This is an optimization exercise on Yosys and OpenROAD, whose aim is small area, a short achievable clock period and few clock cycles per item, not a production implementation.
The RTL was checked by simulation tests, not by an equivalence proof against the original design.
Power is estimated from default activity; no workload was simulated.

==> flow/design.v (excerpt) <==
module siab_adc_hv (
    input  wire        clk,
    input  wire        rst,
    input  wire        adc_valid,
    input  wire [31:0] adc_word,
    output wire        adc_ready,
    input  wire        cmd_valid,
    input  wire [7:0]  cmd_op,
    input  wire [7:0]  cmd_b1,
    input  wire [7:0]  cmd_b2,
    output wire        cmd_ready,
    output wire        rsp_valid,
    output wire [15:0] rsp_data,
    output reg         hv_en,
    output reg         adc_loop_en,
    output reg         adc_inited,
    output reg  [2:0]  adc_rate_code,
    output reg         hv_safety_en,
    output reg         offset_valid
);
Size in the first run: roughly 5,100 cells after synthesis, roughly 87 I/O pins, roughly 0.067 mm2 of cells after synthesis.
Settings: LEC_CHECK=0, CAP_MARGIN=20, CORE_MARGIN=2, CORE_UTILIZATION=60, CTS_BUF_LIST=sky130_fd_sc_hd__clkbuf_8, CTS_CLUSTER_DIAMETER=60, CTS_CLUSTER_SIZE=12, SETUP_SLACK_MARGIN=4.0, SLEW_MARGIN=20, TNS_END_PERCENT=0; clock period 8.0 ns.
run.sh (not shown) runs the stock make flow with config.mk's settings and CLKGATE_MAP_FILE= SYNTH_SCRIPT=/design/flow/synth_recipe.tcl, a recipe that flattens the netlist after the stock synthesis.
The baseline finished clean.
Testbench counts at the start, summed over its fixed seeds: cycles 2,417, cmds 2,400.
Rerun with:
--- a/flow/design.v
+++ b/flow/design.v
@@ -61,29 +61,28 @@
     reg [1:0]  emode;
     reg [15:0] cur;             
     reg [31:0] dvd;             
     reg [15:0] dvs;
     reg [15:0] rem;
     reg [5:0]  itn;             
     reg        stg_v;
     reg        stg_err;
     reg [3:0]  stg_ch;
     reg [23:0] stg_s;
     reg [24:0] sd;              
     reg        adc_rdy;
-    reg [7:0]  swait;           
     reg [15:0] pa;              
     reg [15:0] oa;              
     assign adc_ready = adc_rdy;
-    assign cmd_ready = ~busy & ~swait[7];
+    assign cmd_ready = ~busy;
     assign rsp_valid = rsp_v;
     assign rsp_data  = {rsp_d[15:9], rsp_stat ? hv_en : rsp_d[8], rsp_d[7:0]};
     integer i;
     wire [3:0]  qc = cmd_b1[3:0];           
     wire [15:0] qa = 16'd1 << qc;
     reg [31:0] r_sum;
     reg [15:0] r_cnt;
     reg [23:0] r_off;
     reg        r_ff, r_hz, r_ho;
     reg [15:0] q_sum, q_off;
     reg        q_cnt0, q_ff;
     always @(*) begin
@@ -186,25 +185,25 @@
     reg [3:0]  sx;
     integer m;
     always @(*) begin
         sy_n = {sy[19:0], 4'h0};
         sr_n = sr;
         sq_n = hv_max_delta;
         for (m = 0; m < 4; m = m + 1) begin
             sx   = div5({sr_n, sy[23-m]});
             sr_n = sx[2:0];
             sq_n = {sq_n[20:0], sx[3]};
         end
     end
-    wire cmd_fire = cmd_valid & ~busy & ~swait[7];
+    wire cmd_fire = cmd_valid & ~busy;
     wire q_hit   = samp_take & (stg_ch == qc);
     wire q_empty = zs_s[qc] | pend[qc];
     reg        q_quick;         
     reg [15:0] q_rsp;
     always @(*) begin
         q_quick = 1'b1;
         q_rsp   = 16'h0000;
         case (cmd_op)
             OP_ADC_RDAVG: begin
                 if (q_empty)                    q_rsp = 16'hFFFF;
                 else if (q_hit | ~le1[qc])      q_quick = 1'b0;
                 else                            q_rsp = q_cnt0 ? q_sum : 16'hFFFF;
@@ -396,51 +395,46 @@
             busy          <= 1'b0;
             cdiv          <= 1'b0;
             rsp_v         <= 1'b0;
             estate        <= E_IDLE;
             emode         <= M_AVG;
             op_q          <= 8'h00;
             b1_q          <= 8'h00;
             pend          <= 16'd0;
             off_ff        <= 16'd0;
             stg_v         <= 1'b0;
             stg_ch        <= 4'd0;
             adc_rdy       <= 1'b0;
-            swait         <= 8'd0;
             zs            <= 16'hFFFF;
             hv_en         <= 1'b0;
             adc_loop_en   <= 1'b0;
             adc_inited    <= 1'b0;
             adc_rate_code <= 3'd0;
             hv_safety_en  <= 1'b0;
             offset_valid  <= 1'b0;
             hv_max_delta  <= 22'd0;
             scnt          <= 3'd0;
         end else begin
             busy          <= busy_n;
             cdiv          <= cdiv_n;
             rsp_v         <= rsp_v_n;
             estate        <= estate_n;
             emode         <= emode_n;
             op_q          <= op_n;
             b1_q          <= b1_n;
             pend          <= pend_n;
             zs            <= zs_n;
             stg_v         <= stg_v_n;
             stg_ch        <= stg_ch_n;
             adc_rdy       <= stg_v & stg_v_n & ~hold_n;
-            if (~stg_v_n)
-                swait <= 8'd0;
-            else if (~swait[7])
-                swait <= swait + 8'd1;
             hv_en <= hv_s;
             if (rec_start)
                 off_ff <= ~rec_new;
             else if (estate == E_RSTO)
                 off_ff <= rz ? (off_ff | cur) : (off_ff & ~cur);
             if (set_start)
                 scnt <= 3'd7;
             else if (set_busy)
                 scnt <= scnt - 3'd1;
             if (set_busy & (scnt != 3'd7))
                 hv_max_delta <= sq_n;
             if (cmd_fire) begin
=> The changed run finished with timing, DRC and antenna clean; via count climbs by 0.46%; routed wire length climbs by 0.37%; non-clock buffer count drops by 17; cell area hardly moves; global-route usage hardly moves.
Testbench counts after the change, summed over its fixed seeds: cycles 2,417, cmds 2,400.

---

## oak
siab_adc_hv, a different RTL version from the one above (not shown whole).
Size: about 1500 flip-flops, about 0.067 sq mm of cells after synthesis.
Settings: LEC_CHECK=0, CAP_MARGIN=20, CORE_MARGIN=2, CORE_UTILIZATION=40, SETUP_SLACK_MARGIN=4.0, SLEW_MARGIN=20; clock period 8.0 ns.
Testbench counts of oak, summed over its fixed seeds: cycles 2,408, cmds 2,400.
Edits applied to the flow inputs when going from oak to pine:
--- a/flow/design.v
+++ b/flow/design.v
@@ -327,19 +327,19 @@
                           (16'd1 << (avg_n ? b1_n[3:0] : stg_ch_n));
     wire [15:0] oa_n    = 16'd1 << (off_n ? b1_n[3:0] : stg_ch_n);
     wire        hold_n  = rload_n | avg_n | off_n | pend_n[stg_ch_n] |
                           set_start | (scnt != 3'd0);
     always @(posedge clk) begin
         if (!stg_v) begin
             stg_s   <= adc_word[31:8];
             stg_err <= |adc_word[7:4];
         end
-        sd <= {1'b0, stg_s} - {3'b000, hv_max_delta};
+        sd <= {1'b0, stg_v ? stg_s : adc_word[31:8]} - {3'b000, hv_max_delta};
         pa <= rst ? 16'd0 : (pa_n & ~zs_n);
         oa <= oa_n;
         if (cmd_fire)
             b2_q <= cmd_b2;
         rsp_d <= rsp_d_n;
         for (i = 0; i < 16; i = i + 1) begin
             if (samp_take && stg_ch == i) begin
                 acc_sum[i] <= samp_sum;
                 acc_cnt[i] <= samp_cnt;
@@ -404,19 +404,19 @@
             rsp_v         <= rsp_v_n;
             estate        <= estate_n;
             emode         <= emode_n;
             op_q          <= op_n;
             b1_q          <= b1_n;
             pend          <= pend_n;
             zs            <= zs_n;
             stg_v         <= stg_v_n;
             stg_ch        <= stg_ch_n;
-            adc_rdy       <= stg_v & stg_v_n & ~hold_n;
+            adc_rdy       <= stg_v_n & ~hold_n;
             hv_en <= hv_s;
             if (rec_start)
                 off_ff <= ~rec_new;
             else if (estate == E_RSTO)
                 off_ff <= off_ff & ~cur;
             if (set_start)
                 scnt <= 3'd7;
             else if (set_busy)
                 scnt <= scnt - 3'd1;
--- outcome ---
Looking at worst slack on hold paths across pine and oak, the one that comes out higher is pine.
Summary of pine over oak: unique cell type count in the Yosys netlist now sits higher, total power comparable, part of the power in combinational logic has increased.
Per the comparison of pine with oak, post-placement cell count increased by 120 relative to the old numbers; combined buffer and inverter count along the critical path increased by 4 relative to the old numbers; fraction of standard cell area that is sequential decreased by 0.81 points relative to the old numbers; clock power share decreased by 1.7 points relative to the old numbers.
In pine the final critical-path setup slack turned out 390 ps higher than in oak.
Compared with oak, routed wire length in pine increased slightly.
Overall fraction of global-route tracks in use, pine and oak: lower on pine
Testbench counts of pine, summed over its fixed seeds: cycles 2,442, cmds 2,400.

---

siab_adc_hv, a different RTL version from the one above (not shown whole).
For scale: ~1500 flip-flops, roughly 87 I/O pins, about 67000 um2 of cells after synthesis.
==> flow/config.mk <==
export PLATFORM = sky130hd
export DESIGN_NAME = siab_adc_hv
export DESIGN_NICKNAME = siab_adc_hv
export VERILOG_FILES = /design/flow/design.v
export SDC_FILE = /design/flow/constraint.sdc
export NUM_CORES = 4
export LEC_CHECK = 0
export CAP_MARGIN = 20
export CORE_MARGIN = 2
export CORE_UTILIZATION = 60
export CTS_BUF_LIST = sky130_fd_sc_hd__clkbuf_4 sky130_fd_sc_hd__clkbuf_8
export SETUP_SLACK_MARGIN = 4.0
export SLEW_MARGIN = 20
export TNS_END_PERCENT = 0
==> flow/constraint.sdc <==
create_clock -name core_clock -period 8.0 [get_ports {clk}]
set_input_delay 1.6000 -clock core_clock [delete_from_list [all_inputs] [get_ports {clk}]]
set_output_delay 1.6000 -clock core_clock [all_outputs]
set_load 0.01 [all_outputs]
Testbench counts at the start, summed over its fixed seeds: cycles 2,417, cmds 2,400.
Edit:
--- a/flow/design.v
+++ b/flow/design.v
@@ -67,16 +67,17 @@
     reg        stg_v;
     reg        stg_err;
     reg [3:0]  stg_ch;
     reg [23:0] stg_s;
     reg [24:0] sd;              
     reg        adc_rdy;
+    reg [7:0]  swait;           
     reg [15:0] pa;              
     reg [15:0] oa;              
     assign adc_ready = adc_rdy;
-    assign cmd_ready = ~busy;
+    assign cmd_ready = ~busy & ~swait[7];
     assign rsp_valid = rsp_v;
     assign rsp_data  = {rsp_d[15:9], rsp_stat ? hv_en : rsp_d[8], rsp_d[7:0]};
     integer i;
     wire [3:0]  qc = cmd_b1[3:0];           
     wire [15:0] qa = 16'd1 << qc;
     reg [31:0] r_sum;
@@ -125,15 +126,28 @@
     wire        sd_ng = sd[24];
     wire        gt24  = sd[23:0] > p_off;
     wire        wrap  = p_off[21:0] > ~hv_max_delta;
     wire        samp_cut = hv_safety_en & offset_valid &
                            (p_ohz ? (~sd_ng & gt24) :
                             p_oho ? (wrap & (~sd_ng | gt24)) : 1'b0);
-    wire [24:0] samp_lo  = {1'b0, p_sum[23:0]} + {1'b0, stg_s};
-    wire [7:0]  samp_hi1 = p_sum[31:24] + 8'd1;
-    wire [31:0] samp_sum = {samp_lo[24] ? samp_hi1 : p_sum[31:24], samp_lo[23:0]};
+    function [31:0] add32(input [31:0] a, input [31:0] b);
+        reg [31:0] g, p, p0;
+        integer d, n;
+        begin
+            g  = a & b;
+            p0 = a ^ b;
+            p  = p0;
+            for (d = 1; d < 32; d = d * 2)
+                for (n = 31; n >= d; n = n - 1) begin
+                    g[n] = g[n] | (p[n] & g[n-d]);
+                    p[n] = p[n] & p[n-d];
+                end
+            add32 = p0 ^ {g[30:0], 1'b0};
+        end
+    endfunction
+    wire [31:0] samp_sum = add32(p_sum, {8'h00, stg_s});
     wire [15:0] samp_cnt = p_cnt + 16'd1;
     wire        samp_le1 = (p_cnt == 16'h0000) | (p_cnt == 16'hFFFF);
     reg [15:0] zs_s;
     always @(*) begin
         zs_s = zs;
         if (samp_take)
@@ -178,13 +192,13 @@
         for (m = 0; m < 4; m = m + 1) begin
             sx   = div5({sr_n, sy[23-m]});
             sr_n = sx[2:0];
             sq_n = {sq_n[20:0], sx[3]};
         end
     end
-    wire cmd_fire = cmd_valid & ~busy;
+    wire cmd_fire = cmd_valid & ~busy & ~swait[7];
     wire q_hit   = samp_take & (stg_ch == qc);
     wire q_empty = zs_s[qc] | pend[qc];
     reg        q_quick;         
     reg [15:0] q_rsp;
     always @(*) begin
         q_quick = 1'b1;
@@ -388,12 +402,13 @@
             b1_q          <= 8'h00;
             pend          <= 16'd0;
             off_ff        <= 16'd0;
             stg_v         <= 1'b0;
             stg_ch        <= 4'd0;
             adc_rdy       <= 1'b0;
+            swait         <= 8'd0;
             zs            <= 16'hFFFF;
             hv_en         <= 1'b0;
             adc_loop_en   <= 1'b0;
             adc_inited    <= 1'b0;
             adc_rate_code <= 3'd0;
             hv_safety_en  <= 1'b0;
@@ -410,12 +425,16 @@
             b1_q          <= b1_n;
             pend          <= pend_n;
             zs            <= zs_n;
             stg_v         <= stg_v_n;
             stg_ch        <= stg_ch_n;
             adc_rdy       <= stg_v & stg_v_n & ~hold_n;
+            if (~stg_v_n)
+                swait <= 8'd0;
+            else if (~swait[7])
+                swait <= swait + 8'd1;
             hv_en <= hv_s;
             if (rec_start)
                 off_ff <= ~rec_new;
             else if (estate == E_RSTO)
                 off_ff <= rz ? (off_ff | cur) : (off_ff & ~cur);
             if (set_start)
What happened:
- The new run completed without violations
- cell area hardly moves
- area after synthesis is about the same
- global-route usage is higher by 0.79 points
- total power is higher by 4.1%
- die area barely changes
- flip-flop and latch count is higher by 8
- core utilization is lower by 0.54 points
- worst hold slack degrades by 9.1 ps
- critical path depth is higher by 6
- clock power is higher by 8.8%
- routed wire length is higher by 0.65%
- first-iteration DRC count hardly moves
- non-clock buffer count is lower by 26
- setup slack degrades by 190 ps
Testbench counts after the change, summed over its fixed seeds: cycles 2,417, cmds 2,400.

[re-timing with driven ports]
No port has a modelled driver above. Below, the same layouts with a new extraction and two added sets of constraints.
Step 1 assumes that a clkbuf_16 drives the clock port and a buf_2 every other input.
Step 2 adds t to the input delays and takes it off the output delays; t is the mean of the earliest and latest rising clock arrival at the registers after step 1. Input paths then give back, and output paths get back, about the clock's delay inside the block.
Slacks: ideal ports / drivers / drivers and shift; pairs: ideal ports / drivers.
run	shift t [ns]	setup WS [ns]	worst setup path at the end	latest minus earliest clock arrival (ns)	slew at the worst register clock pin (ns)
the first run of note 1	0.954	3.596 / 3.596 / 2.753	input to register	0.060 / 0.061	0.09 / 0.09
the second run of note 1	0.949	3.811 / 3.811 / 2.927	input to register	0.054 / 0.054	0.09 / 0.09
oak	0.889	3.210 / 3.210 / 2.752	input to register	0.058 / 0.057	0.07 / 0.07
pine	0.875	3.595 / 3.595 / 3.109	input to register	0.030 / 0.031	0.07 / 0.07
the first run of note 3	1.046	3.768 / 3.823 / 2.777	input to register	0.048 / 0.048	0.07 / 0.07
the second run of note 3	1.052	3.574 / 3.574 / 2.604	input to register	0.047 / 0.047	0.07 / 0.07
After both steps setup and hold are still met in every run listed. The setup slack of the first run of note 3, which loses most, moves by +0.055 ns with the drivers and by -0.991 ns with both steps.
